Background: an optimization exercise with open tools, aiming at small area. Do not read the settings as production practice.
Only simulation tests tie the RTL to the original design; equivalence was not proved.
Power is estimated from default activity; no workload was simulated.

## lfsr_memtest
module lfsr_memtest #(
    parameter DW = 256,
    parameter AW = 24
) (
    input  wire          clk,
    input  wire          rst,
    input  wire [4:0]    host_cmd,
    input  wire [AW-1:0] host_wdata,
    output reg  [AW-1:0] host_rdata,
    output wire          w_stb,
    output wire [DW-1:0] w_data,
    input  wire          w_ack,
    input  wire          r_stb,
    input  wire [DW-1:0] r_data,
    output wire          r_ack
);
Settings: LEC_CHECK=0, CAP_MARGIN=0, CORE_AREA=5 5 315 315, DIE_AREA=0 0 320 320, SETUP_SLACK_MARGIN=0.1, SLEW_MARGIN=0, SYNTH_HIERARCHICAL=1; clock period 5.0 ns.
standard.sh (not shown) runs the stock make flow with config.mk's settings and CLKGATE_MAP_FILE= SYNTH_SCRIPT=/design/flow/synth_recipe.tcl, a recipe that flattens the netlist after the stock synthesis.
==> flow/flow/run.sh <==
#!/bin/bash
# The standard layout (standard.sh, its synthesis unchanged), with three
# settings that ORFS reads from the environment:
#  - the port buffers are sky130_fd_sc_hd__buf_1 instead of the buffer that
#    buffer_ports picks by default (clkdlybuf4s50_1);
#  - timing-driven global placement does not keep the buffers of its trial
#    repair_design (GPL_KEEP_OVERFLOW=0); the later repair steps still run;
#  - clock tree synthesis inserts no dummy loads.
# ORFS writes each step's full log under orfs/logs/; make's own output goes to
# standard_flow.log here.
set -euo pipefail
export BUFFER_PORTS_ARGS="-buffer_cell sky130_fd_sc_hd__buf_1"
export GPL_KEEP_OVERFLOW=0
export CTS_ARGS="-sink_clustering_enable -repair_clock_nets -buf_list sky130_fd_sc_hd__clkbuf_8 -sink_clustering_size 40 -sink_clustering_max_diameter 150 -dont_use_dummy_load"
bash standard.sh > standard_flow.log 2>&1
Rerun with:
--- a/flow/config.mk
+++ b/flow/config.mk
@@ -6,8 +6,11 @@
 export NUM_CORES = 4
 export LEC_CHECK = 0
-export CAP_MARGIN = 0
+export CAP_MARGIN = 20
 export CORE_AREA = 5 5 315 315
+export CTS_BUF_LIST = sky130_fd_sc_hd__clkbuf_8
+export CTS_CLUSTER_DIAMETER = 150
+export CTS_CLUSTER_SIZE = 40
 export DIE_AREA = 0 0 320 320
 export SETUP_SLACK_MARGIN = 0.1
-export SLEW_MARGIN = 0
+export SLEW_MARGIN = 20
 export SYNTH_HIERARCHICAL = 1
Result:
- The changed run ran to the end with no violations
- synthesized cell count is unchanged
- global-route usage hardly moves
- sequential power stays flat
- critical path depth does not change
- setup slack degrades by 21 ps
- final cell count hardly moves

lfsr_memtest, a different RTL version from the one above (not shown whole).
Size: ~140 flip-flops, about 570 I/O pins, roughly 13,000 um^2 of cells after synthesis.
Design lfsr_memtest, start of the top module:
module lfsr_memtest #(
    parameter DW = 256,
    parameter AW = 24
) (
    input  wire          clk,
    input  wire          rst,
    input  wire [4:0]    host_cmd,
    input  wire [AW-1:0] host_wdata,
    output reg  [AW-1:0] host_rdata,
    output wire          w_stb,
    output wire [DW-1:0] w_data,
    input  wire          w_ack,
    input  wire          r_stb,
    input  wire [DW-1:0] r_data,
    output wire          r_ack
);
    localparam [15:0] MAGIC = 16'h361f;
    localparam [2:0] IDX_MAGIC   = 3'd0;
    localparam [2:0] IDX_W_RESET = 3'd1;
    localparam [2:0] IDX_W_SHOOT = 3'd2;
    localparam [2:0] IDX_LENGTH  = 3'd3;
    localparam [2:0] IDX_R_RESET = 3'd4;
    localparam [2:0] IDX_ERRORS  = 3'd5;
    wire       cmd_en  = host_cmd[4];
    wire       cmd_we  = host_cmd[3];
    wire [2:0] cmd_idx = host_cmd[2:0];
    wire       cmd_wr  = cmd_en & cmd_we;
    wire       cmd_rd  = cmd_en & ~cmd_we;
    reg [AW-1:0] length;
    reg [AW-1:0] err_count;
    reg          p_w_reset;    
    reg          p_w_shoot;
    reg          p_r_reset;
    wire          wr_length   = cmd_wr && cmd_idx == IDX_LENGTH;
    wire          wr_length_n = ~wr_length;
    wire [AW-1:0] length_next;
    reg           len_valid;
    genvar        i;
    for (i = 0; i < AW; i = i + 1) begin : g_length
        memtest_a22o u_m (.a1(wr_length), .a2(host_wdata[i]), .b1(wr_length_n),
                          .b2(length[i]), .y(length_next[i]));
    end
    always @(posedge clk) begin
        length <= length_next;
        if (rst)
            len_valid <= 1'b0;
        else if (wr_length)
            len_valid <= 1'b1;
    end
    always @(posedge clk) begin
        if (rst) begin
            p_w_reset <= 1'b0;
            p_w_shoot <= 1'b0;
            p_r_reset <= 1'b0;
        end else begin
  ...
==> flow/config.mk <==
export PLATFORM = sky130hd
export DESIGN_NAME = lfsr_memtest
export DESIGN_NICKNAME = lfsr_memtest
export VERILOG_FILES = /design/flow/design.v
export SDC_FILE = /design/flow/constraint.sdc
export NUM_CORES = 4
export LEC_CHECK = 0
export CAP_MARGIN = 10
export CORE_AREA = 5 5 195 195
export DIE_AREA = 0 0 200 200
export SETUP_SLACK_MARGIN = 0.1
export SLEW_MARGIN = 10
export SYNTH_HIERARCHICAL = 1
==> flow/constraint.sdc <==
create_clock -name core_clock -period 5.0 [get_ports {clk}]
set_input_delay 1.0000 -clock core_clock [delete_from_list [all_inputs] [get_ports {clk}]]
set_output_delay 1.0000 -clock core_clock [all_outputs]
set_load 0.01 [all_outputs]
Scripts as last shown in full above: flow/flow/run.sh
Next try:
--- a/flow/config.mk
+++ b/flow/config.mk
@@ -8,3 +8,3 @@
-export CAP_MARGIN = 10
-export CORE_AREA = 5 5 195 195
-export DIE_AREA = 0 0 200 200
+export CAP_MARGIN = 0
+export CORE_AREA = 5 5 215 215
+export DIE_AREA = 0 0 220 220
@@ -12 +12 @@
-export SLEW_MARGIN = 10
+export SLEW_MARGIN = 0
What happened: The changed run completed with no timing, DRC or antenna violations. Cell area is higher by 1.2%. Global-route usage is lower by 2.9 points. Clock power is higher by about 2%. Sequential cell count is unchanged. Clock-buffer cell count is unchanged. Critical path depth is lower by 5. First-iteration DRC count is higher by 33%. Routed wire length is higher by 8.4%.

lfsr_memtest, a different RTL version from the one above (not shown whole).
For scale: ~570 I/O pins, roughly 13,000 um^2 of cells after synthesis.
Settings: LEC_CHECK=0, CAP_MARGIN=20, CORE_AREA=5 5 315 315, CTS_BUF_LIST=sky130_fd_sc_hd__clkbuf_8, CTS_CLUSTER_DIAMETER=150, CTS_CLUSTER_SIZE=40, DIE_AREA=0 0 320 320, SETUP_SLACK_MARGIN=0.1, SLEW_MARGIN=20, SYNTH_HIERARCHICAL=1; clock period 5.0 ns.
==> flow/flow/run.sh <==
#!/bin/bash
# The standard layout, except that the port buffers are sky130_fd_sc_hd__buf_1
# instead of the buffer buffer_ports picks by default (clkdlybuf4s50_1).
set -euo pipefail
export BUFFER_PORTS_ARGS="-buffer_cell sky130_fd_sc_hd__buf_1"
export GPL_KEEP_OVERFLOW=0
bash standard.sh > standard_flow.log 2>&1
The baseline ran to the end with no violations.
Next try:
CORE_AREA = 5 5 235 235   (was 5 5 315 315)
DIE_AREA = 0 0 240 240   (was 0 0 320 320)
Outcome: Cell count is lower by 17%; clock-buffer cell count does not change; die area decreases by 44%; clock power came out higher by about 0.8%; global-route usage rose by 9.3 points; hold slack gains 0.019 ns.

port drivers added, routing unchanged:
No port has a modelled driver above. Below, the same layouts with a new extraction and two added sets of constraints. Step 1 (the two cells are an assumption about what drives the block):
set clk [get_ports {clk}]
set_driving_cell -lib_cell sky130_fd_sc_hd__clkbuf_16 $clk
set_driving_cell -lib_cell sky130_fd_sc_hd__buf_2 [delete_from_list [all_inputs] $clk]
Step 2, shift: input delay + t, output delay - t, t = (earliest + latest rising clock arrival at the registers) / 2. This alone moves slack from input paths to output paths. a / b / c = ideal ports / drivers / drivers and shift; a / b = the first two.
run | t, ns | setup slack, ns | worst hold slack (ns)
the first run of note 1 | 0.552 | 0.242 / 0.192 / 0.561 | 0.474 / 0.474 / 0.474
the second run of note 1 | 0.556 | 0.221 / 0.171 / 0.522 | 0.478 / 0.478 / 0.478
the first run of note 2 | 0.466 | 0.399 / 0.399 / 0.399 | 0.485 / 0.485 / 0.485
the second run of note 2 | 0.502 | 0.298 / 0.256 / 0.631 | 0.499 / 0.499 / 0.499
the first run of note 3 | 0.520 | 0.126 / 0.077 / 0.229 | 0.459 / 0.459 / 0.459
the second run of note 3 | 0.518 | 0.081 / 0.081 / 0.081 | 0.478 / 0.478 / 0.478
After both steps every run listed still meets setup and hold.
